This design comes from an exercise in tuning for small area and a short achievable clock period on the open sky130 flow, not from production work.
RTL that was checked went through simulation tests only; none was proved equivalent to the original.
No activity file was given, so power comes from the tool's default toggle rates.

Design qd256, start of the top module:
module qd256 (
    input  wire       clk,
    input  wire       rst,
    input  wire       cmd_valid,
    input  wire [2:0] cmd_op,
    input  wire [7:0] cmd_a,
    input  wire [7:0] cmd_b,
    output reg        res_valid,
    output reg  [7:0] res,
    output wire       err
);
==> module qd256, before the edit <==
module qd256 (
    input  wire       clk,
    input  wire       rst,
    input  wire       cmd_valid,
    input  wire [2:0] cmd_op,
    input  wire [7:0] cmd_a,
    input  wire [7:0] cmd_b,
    output reg        res_valid,
    output reg  [7:0] res,
    output wire       err
);
    reg [7:0] acc;
    reg       err_q;
    wire       use_acc = cmd_op[2];                  
    wire       inv     = ~(cmd_op[0] ^ cmd_op[2]);   
    wire       no_b    = cmd_op[1];                  
    wire [7:0] l    = use_acc ? acc : cmd_a;
    wire [7:0] r    = no_b ? 8'h00 : cmd_b;
    wire       jl   = l[7];
    wire       negr = jl;
    wire       negl = inv & ~jl;
    wire       cin  = negr | negl;
    wire       nout = 1'b0;
    wire       flip = jl & (r[0] ^ (inv & l[0]));
    wire [6:0] ro = r[6:0] ^ {7{negr}};
    wire [6:0] lo = l[6:0] ^ {7{negl}};
    wire [7:0] g0 = {lo & ro, cin};
    wire [7:0] p0 = {lo ^ ro, 1'b0};
    wire [7:0] G1, P1, G2, P2, G3;
    assign G1[0]=g0[0]; assign P1[0]=p0[0];
    assign G1[1]=g0[1]|(p0[1]&g0[0]); assign P1[1]=p0[1]&p0[0];
    assign G1[2]=g0[2]; assign P1[2]=p0[2];
    assign G1[3]=g0[3]|(p0[3]&g0[2]); assign P1[3]=p0[3]&p0[2];
    assign G1[4]=g0[4]; assign P1[4]=p0[4];
    assign G1[5]=g0[5]|(p0[5]&g0[4]); assign P1[5]=p0[5]&p0[4];
    assign G1[6]=g0[6]; assign P1[6]=p0[6];
    assign G1[7]=g0[7]|(p0[7]&g0[6]); assign P1[7]=p0[7]&p0[6];
    assign G2[1:0]=G1[1:0]; assign P2[1:0]=P1[1:0];
    assign G2[2]=G1[2]|(P1[2]&G1[1]); assign P2[2]=P1[2]&P1[1];
    assign G2[3]=G1[3]|(P1[3]&G1[1]); assign P2[3]=P1[3]&P1[1];
    assign G2[5:4]=G1[5:4]; assign P2[5:4]=P1[5:4];
    assign G2[6]=G1[6]|(P1[6]&G1[5]); assign P2[6]=P1[6]&P1[5];
    assign G2[7]=G1[7]|(P1[7]&G1[5]); assign P2[7]=P1[7]&P1[5];
    assign G3[3:0]=G2[3:0];
    assign G3[4]=G2[4]|(P2[4]&G2[3]);
    assign G3[5]=G2[5]|(P2[5]&G2[3]);
    assign G3[6]=G2[6]|(P2[6]&G2[3]);
    assign G3[7]=G2[7]|(P2[7]&G2[3]);
    wire [6:0] cc = G3[6:0];
    wire [6:0] sum = p0[7:1] ^ cc;
    wire [6:0] k    = sum ^ {7{nout}} ^ {flip, 6'd0};
    wire [7:0] out  = {jl ^ r[7], k};
    wire       emits = cmd_op[2] ? ~cmd_op[1] : (cmd_op[1] ^ cmd_op[0]);
    always @(posedge clk) begin
        if (rst) begin
            acc       <= 8'h00;
            err_q     <= 1'b0;
            res_valid <= 1'b0;
        end else begin
            res_valid <= cmd_valid & emits;
            if (cmd_valid) begin
                case (cmd_op)
                    3'b011: acc <= 8'h00;
                    3'b100: acc <= out;
                    3'b101: acc <= cmd_b;
                    default: ;
                endcase
                if (cmd_op[2] & cmd_op[1])
                    err_q <= 1'b1;
            end
        end
    end
    always @(posedge clk)
        res <= out;
    assign err = err_q;
endmodule
Settings: LEC_CHECK=0, CAP_MARGIN=20, CORE_MARGIN=2, CORE_UTILIZATION=40, SLEW_MARGIN=20; clock period 10.0 ns.
standard.sh (not shown) runs the stock make flow with config.mk's settings and CLKGATE_MAP_FILE= SYNTH_SCRIPT=/design/flow/synth_recipe.tcl, a recipe that flattens the netlist after the stock synthesis.
==> flow/flow/run.sh <==
#!/bin/bash
# Own layout flow: the standard flow (standard synthesis unchanged) with
# plain buf_1 port buffers, an internal setup target for repair_timing
# (flow/knobs.txt) and, after CTS, a downsizing pass that keeps that target.
set -euo pipefail
cd "$(dirname "${BASH_SOURCE[0]}")/.."
KNOBS=$(cat flow/knobs.txt)
for h in flow/*.hook.tcl; do
  [ -e "$h" ] || continue
  v=$(basename "$h" .hook.tcl)
  export "${v}_TCL=$PWD/$h"
done
# shellcheck disable=SC2086
bash standard.sh $KNOBS \
  "BUFFER_PORTS_ARGS=-buffer_cell sky130_fd_sc_hd__buf_1" finish > make_finish.log 2>&1
==> flow/flow/PRE_FLOORPLAN.hook.tcl <==
# Re-map the synthesized logic for area (registers are left as they are);
# repair_timing later in the flow sizes the critical paths back up.
puts "hook: restructure for area"
if { [env_var_exists_and_non_empty DONT_USE_CELLS] } {
  set_dont_use $::env(DONT_USE_CELLS)
}
report_design_area
file mkdir $::env(OBJECTS_DIR)/rmp
restructure -target area -liberty_file [lindex $::env(LIB_FILES) 0] \
  -tielo_port sky130_fd_sc_hd__conb_1/LO -tiehi_port sky130_fd_sc_hd__conb_1/HI \
  -work_dir $::env(OBJECTS_DIR)/rmp -abc_logfile $::env(LOG_DIR)/rmp_abc.log
report_design_area
==> flow/flow/knobs.txt <==
SETUP_SLACK_MARGIN=6.0
Edit:
==> flow/design.v (replaced) <==
module qd256 (
    input  wire       clk,
    input  wire       rst,
    input  wire       cmd_valid,
    input  wire [2:0] cmd_op,
    input  wire [7:0] cmd_a,
    input  wire [7:0] cmd_b,
    output reg        res_valid,
    output reg  [7:0] res,
    output wire       err
);
    reg [7:0] acc;
    reg       err_q;
    wire       use_acc = cmd_op[2];                  
    wire       inv     = ~(cmd_op[0] ^ cmd_op[2]);   
    wire       no_b    = cmd_op[1];                  
    wire [7:0] l    = use_acc ? acc : cmd_a;
    wire [7:0] r    = no_b ? 8'h00 : cmd_b;
    wire       jl   = l[7];
    wire       sub  = jl | inv;
    wire       cin  = jl;
    wire       nout = inv & ~jl;
    wire       flip = jl & (r[0] ^ (inv & l[0]));
    wire [6:0] ro = r[6:0] ^ {7{sub}};
    wire [6:0] lo = l[6:0];
    wire [7:0] g0 = {lo & ro, cin};
    wire [7:0] p0 = {lo ^ ro, 1'b0};
    wire [7:0] g1 = g0 | (p0 & {g0[6:0], 1'b0});
    wire [7:0] p1 = p0 & {p0[6:0], 1'b0};
    wire [7:0] g2 = g1 | (p1 & {g1[5:0], 2'b0});
    wire [7:0] p2 = p1 & {p1[5:0], 2'b0};
    wire [7:0] g3 = g2 | (p2 & {g2[3:0], 4'b0});
    wire [6:0] cc = g3[6:0];
    wire [6:0] sum = p0[7:1] ^ cc;
    wire [6:0] k    = sum ^ {7{nout}} ^ {flip, 6'd0};
    wire [7:0] out  = {jl ^ r[7], k};
    wire       emits = cmd_op[2] ? ~cmd_op[1] : (cmd_op[1] ^ cmd_op[0]);
    always @(posedge clk) begin
        if (rst) begin
            acc       <= 8'h00;
            err_q     <= 1'b0;
            res_valid <= 1'b0;
        end else begin
            res_valid <= cmd_valid & emits;
            if (cmd_valid) begin
                case (cmd_op)
                    3'b011: acc <= 8'h00;
                    3'b100: acc <= out;
                    3'b101: acc <= cmd_b;
                    default: ;
                endcase
                if (cmd_op[2] & cmd_op[1])
                    err_q <= 1'b1;
            end
        end
    end
    always @(posedge clk)
        res <= out;
    assign err = err_q;
endmodule
=> The changed run never finished: it broke off in floorplan; synthesized cell count climbs by about a fifth; area after synthesis climbs by a few percent.
No functional check of the RTL was part of any run of this note.

== before ==
Another version of the RTL of qd256 (not shown whole).
For scale: about 140 cells after synthesis, ~1100 µm² of cells after synthesis.
==> module qd256, before the edit <==
module qd256 (
    input  wire       clk,
    input  wire       rst,
    input  wire       cmd_valid,
    input  wire [2:0] cmd_op,
    input  wire [7:0] cmd_a,
    input  wire [7:0] cmd_b,
    output reg        res_valid,
    output reg  [7:0] res,
    output wire       err
);
    reg [7:0] acc;
    reg       acc_in_res;
    reg       err_q;
    wire [7:0] acc_v = acc_in_res ? res : acc;
    wire       use_acc = cmd_op[2];                  
    wire       inv     = ~(cmd_op[0] ^ cmd_op[2]);   
    wire       no_b    = cmd_op[1];                  
    wire [7:0] l    = use_acc ? acc_v : cmd_a;
    wire [7:0] r    = no_b ? 8'h00 : cmd_b;
    wire       jl   = l[7];
    wire       sub  = jl | inv;                      
    wire       cin  = jl;                            
    wire       nout = inv & ~jl;                     
    wire       flip = jl & (r[0] ^ (inv & l[0]));    
    wire [6:0] ro   = r[6:0] ^ {7{sub}};
    wire [7:0] s8   = {l[6:0], cin} + {ro, cin};
    wire [6:0] k    = s8[7:1] ^ {7{nout}} ^ {flip, 6'd0};
    wire [7:0] out  = {jl ^ r[7], k};
    wire       emits = cmd_op[2] ? ~cmd_op[1] : (cmd_op[1] ^ cmd_op[0]);
    wire       v_enc = cmd_valid & (cmd_op == 3'b100);
    wire       v_dec = cmd_valid & (cmd_op == 3'b101);
    wire       v_clr = cmd_valid & (cmd_op == 3'b011);
    always @(posedge clk) begin
        if (rst) begin
            acc        <= 8'h00;
            acc_in_res <= 1'b0;
            err_q      <= 1'b0;
            res_valid  <= 1'b0;
        end else begin
            res_valid  <= cmd_valid & emits;
            acc        <= v_clr ? 8'h00 : v_dec ? cmd_b : acc_v;
            acc_in_res <= v_enc;
            if (cmd_valid & cmd_op[2] & cmd_op[1])
                err_q <= 1'b1;
        end
    end
    always @(posedge clk)
        res <= out;
    assign err = err_q;
endmodule
export LEC_CHECK = 0
export ABC_AREA = 1
export CAP_MARGIN = 20
export CORE_AREA = 2 2 61 61
export DIE_AREA = 0 0 63 63
export SLEW_MARGIN = 20
create_clock -name core_clock -period 10.0 [get_ports {clk}]
==> flow/flow/run.sh <==
#!/bin/bash
# Own layout flow: the standard synthesis unchanged, then the logic
# between the registers re-mapped for area by OpenROAD's restructure (ABC),
# then the standard layout with plain buf_1 port buffers and an internal
# setup target for repair_timing (flow/knobs.txt); CTS adds no dummy load cells.
set -euo pipefail
cd "$(dirname "${BASH_SOURCE[0]}")/.."
KNOBS=$(cat flow/knobs.txt)
RES=$PWD/orfs/results/$FLOW_PLATFORM/qd256/base
bash standard.sh synth > make_synth.log 2>&1
mkdir -p rmp_work
LIB=$FLOW_HOME/platforms/$FLOW_PLATFORM/lib/sky130_fd_sc_hd__tt_025C_1v80.lib
python3 flow/libfilter.py "$LIB" rmp_work/rmp.lib 'sky130_fd_sc_hd__probe*' 'sky130_fd_sc_hd__lpflow_*'
RES=$RES LIB=$LIB RMP_LIB=$PWD/rmp_work/rmp.lib \
  openroad -no_init -exit flow/rmp.tcl > openroad_rmp.log 2>&1
# shellcheck disable=SC2086
bash standard.sh $KNOBS \
  "BUFFER_PORTS_ARGS=-buffer_cell sky130_fd_sc_hd__buf_1" \
  "CTS_ARGS=-sink_clustering_enable -repair_clock_nets -dont_use_dummy_load" \
  finish > make_finish.log 2>&1
Other scripts of this flow, unchanged in this note and not shown: flow/flow/knobs.txt, flow/flow/libfilter.py, flow/flow/rmp.tcl
What after does differently from before at the input level:
--- a/flow/design.v
+++ b/flow/design.v
@@ -9,15 +9,13 @@
     output reg  [7:0] res,
     output wire       err
 );
     reg [7:0] acc;
-    reg       acc_in_res;
     reg       err_q;
-    wire [7:0] acc_v = acc_in_res ? res : acc;
     wire       use_acc = cmd_op[2];                  
     wire       inv     = ~(cmd_op[0] ^ cmd_op[2]);   
     wire       no_b    = cmd_op[1];                  
-    wire [7:0] l    = use_acc ? acc_v : cmd_a;
+    wire [7:0] l    = use_acc ? acc : cmd_a;
     wire [7:0] r    = no_b ? 8'h00 : cmd_b;
     wire       jl   = l[7];
     wire       sub  = jl | inv;                      
     wire       cin  = jl;                            
@@ -30,18 +28,18 @@
     wire       emits = cmd_op[2] ? ~cmd_op[1] : (cmd_op[1] ^ cmd_op[0]);
     wire       v_enc = cmd_valid & (cmd_op == 3'b100);
     wire       v_dec = cmd_valid & (cmd_op == 3'b101);
     wire       v_clr = cmd_valid & (cmd_op == 3'b011);
+    wire       hold  = ~(v_enc | v_dec | v_clr);
+    wire [7:0] acc_d = ({8{v_enc}} & out) | ({8{v_dec}} & cmd_b) | ({8{hold}} & acc);
     always @(posedge clk) begin
         if (rst) begin
-            acc        <= 8'h00;
-            acc_in_res <= 1'b0;
-            err_q      <= 1'b0;
-            res_valid  <= 1'b0;
+            acc       <= 8'h00;
+            err_q     <= 1'b0;
+            res_valid <= 1'b0;
         end else begin
-            res_valid  <= cmd_valid & emits;
-            acc        <= v_clr ? 8'h00 : v_dec ? cmd_b : acc_v;
-            acc_in_res <= v_enc;
+            res_valid <= cmd_valid & emits;
+            acc       <= acc_d;
             if (cmd_valid & cmd_op[2] & cmd_op[1])
                 err_q <= 1'b1;
         end
     end
[summary]
The later-pin clock latency in the skew report of after and that of before are within noise of each other. Looking at post-placement worst setup slack across both flows, after is the weaker of the two, with before ahead. after vs before on count of clock tree sinks: after is the lower one. after against before: routed wire length has decreased; fraction of standard cell area that is sequential lower. Global-route usage ends up higher on before. Layout inverter count without the clock tree for after is lower than for before. | clock share of power | after vs before | 0.7 points lower |. Against before, after comes in 0.16 ns lower on worst setup slack.
Only the layout flow was run in after; the RTL was not checked for function there.

[separate check: timing with driven ports]
No port has a modelled driver above. Below, the same layouts with a new extraction and two added sets of constraints. Step 1 sets driving cells, clkbuf_16 on the clock port and buf_2 on the other inputs (assumed; they add their load-dependent delay and slew). Step 2, shift: input delay + t, output delay - t, t = (earliest + latest rising clock arrival at the registers) / 2. This alone moves slack from input paths to output paths. Slacks: no drivers / after step 1 / after step 2; pairs: no drivers / after step 1.
| run | shift t [ns] | setup slack, ns | hold WS [ns] | worst data-port slew with drivers (ns) | cell pins on the clock port's net |
|---|---|---|---|---|---|
| the first run of note 1 | 0.318 | 6.106 / 6.040 / 5.722 | 0.487 / 0.487 / 0.487 | 0.09 | 1 |
| before | 0.312 | 5.807 / 5.810 / 5.497 | 0.492 / 0.492 / 0.492 | 0.03 | 1 |
| after | 0.305 | 5.646 / 5.636 / 5.331 | 0.474 / 0.474 / 0.474 | 0.04 | 1 |
After both steps setup and hold are still met in every run listed. The setup slack of the first run of note 1, which loses most, moves by -0.066 ns with the drivers and by -0.384 ns with both steps.
